What follows belongs to an exercise in optimizing a design on an open flow for small area and few clock cycles; a production flow would make more cautious choices.
The RTL was checked by simulation tests, not by an equivalence proof against the original design.
No activity file was given, so power comes from the tool's default toggle rates.

## the reference run
Design cfb_top, start of the top module:
module cfb_top (
    input  wire        clk,
    input  wire        rst,
    input  wire        req_valid,
    output wire        req_ready,
    input  wire [7:0]  req_op,
    input  wire [7:0]  req_arg,
    input  wire [7:0]  req_len,
    input  wire [31:0] req_cap,
    input  wire        pl_valid,
    output wire        pl_ready,
    input  wire [7:0]  pl_data,
    output wire        rsp_valid,
    input  wire        rsp_ready,
    output reg  [7:0]  rsp_data,
    output wire        rsp_first,
    output wire        rsp_last,
    output wire        rsp_eop,
    output wire [1:0]  rsp_kind,
    output wire [2:0]  rsp_cause,
    output wire        tout_valid,
    input  wire        tout_ready,
    output reg  [7:0]  tout_data,
    output reg         tout_last,
    output wire        tin_req_valid,
    input  wire        tin_req_ready,
    output wire [4:0]  tin_req_len,
    input  wire        tin_valid,
    output wire        tin_ready,
    input  wire [7:0]  tin_data,
    input  wire        tr_valid,
    output wire        tr_ready,
    input  wire [1:0]  tr_kind,
    input  wire [5:0]  tr_count,
    input  wire [7:0]  tr_code,
    output wire [1:0]  cs_state,
    output wire [3:0]  spd_state
);
    localparam OP_XCHG  = 8'h01;
  ...
For scale: about 140 I/O pins, about 29000 um2 of cells after synthesis.
==> flow/config.mk <==
export PLATFORM = sky130hd
export DESIGN_NAME = cfb_top
export DESIGN_NICKNAME = cfb_top
export VERILOG_FILES = /design/flow/design.v
export SDC_FILE = /design/flow/constraint.sdc
export NUM_CORES = 4
export LEC_CHECK = 0
export CAP_MARGIN = 20
export CORE_MARGIN = 2
export CORE_UTILIZATION = 40
export CTS_BUF_LIST = sky130_fd_sc_hd__clkbuf_16
export CTS_CLUSTER_DIAMETER = 90
export CTS_CLUSTER_SIZE = 27
export PLACE_DENSITY = 0.6
export SLEW_MARGIN = 20
==> flow/constraint.sdc <==
create_clock -name core_clock -period 10.0 [get_ports {clk}]
set_input_delay 2.0000 -clock core_clock [delete_from_list [all_inputs] [get_ports {clk}]]
set_output_delay 2.0000 -clock core_clock [all_outputs]
set_load 0.01 [all_outputs]
standard.sh (not shown) runs the stock make flow with config.mk's settings and CLKGATE_MAP_FILE= SYNTH_SCRIPT=/design/flow/synth_recipe.tcl, a recipe that flattens the netlist after the stock synthesis.
==> flow/flow/run.sh <==
#!/bin/bash
# The standard layout (standard.sh, unchanged synthesis and steps), with
# each port buffer made from the smallest buffer cell instead of the cell that
# buffer_ports picks by itself, and a clock tree without dummy loads.
# The whole make output goes to standard.log.
set -euo pipefail
export BUFFER_PORTS_ARGS="-buffer_cell sky130_fd_sc_hd__buf_1"
export CTS_ARGS="-sink_clustering_enable -repair_clock_nets -sink_clustering_size 27 -sink_clustering_max_diameter 90 -buf_list sky130_fd_sc_hd__clkbuf_16 -dont_use_dummy_load"
bash standard.sh > standard.log 2>&1
Testbench counts of the reference run, summed over its fixed seeds: cycles 92,174.
The inputs of the trial run differ from those of the reference run as listed below.
Settings: CTS_CLUSTER_DIAMETER: 90 -> 60; CTS_BUF_LIST: sky130_fd_sc_hd__clkbuf_16 -> sky130_fd_sc_hd__clkbuf_8; PLACE_DENSITY: 0.6 -> 0.8; CORE_UTILIZATION: 40 -> 65; CTS_CLUSTER_SIZE: 27 -> 15.
--- a/flow/flow/run.sh
+++ b/flow/flow/run.sh
@@ -8 +8 @@
-export CTS_ARGS="-sink_clustering_enable -repair_clock_nets -sink_clustering_size 27 -sink_clustering_max_diameter 90 -buf_list sky130_fd_sc_hd__clkbuf_16 -dont_use_dummy_load"
+export CTS_ARGS="-sink_clustering_enable -repair_clock_nets -sink_clustering_size 15 -sink_clustering_max_diameter 60 -buf_list sky130_fd_sc_hd__clkbuf_8 -dont_use_dummy_load"
Notes after the runs:
- Re storage element area: no difference whatsoever between the reference run and the trial run.
- The trial run finished all stages; the layout is clean.
- Compared with the reference run, in the trial run overall power of the completed layout decreased by 0.79% relative to the old numbers, number of vias after detailed routing picked up an extra about 2.4%, part of the cycle the worst path needs picked up an extra 1.1 points.
- From the reference run to the trial run the numbers moved as follows: total wire length ~0 delta; least setup slack across all paths after layout -0.11 ns; share of post-route cells with drive strength above 1 +1.6 points.

re-timing with driven ports:
Ports are ideal in the flow. The routed layouts listed here were re-timed in OpenROAD. Step 1: set_driving_cell puts a clkbuf_16 on clk and a buf_2 on each other input, an assumption about the parent block. Step 2, shift: input delay + t, output delay - t, t = (earliest + latest rising clock arrival at the registers) / 2. This alone moves slack from input paths to output paths. Three values: ideal ports, drivers, drivers and shift; two values: the first two.
| run | shift t [ns] | slack for setup (ns) | worst hold slack (ns) |
|---|---|---|---|
| the reference run | 0.637 | 2.672 / 2.616 / 3.254 | 0.311 / 0.311 / 0.311 |
| the trial run | 0.704 | 2.565 / 2.510 / 3.214 | 0.271 / 0.271 / 0.271 |
After both steps setup and hold are still met in every run listed.
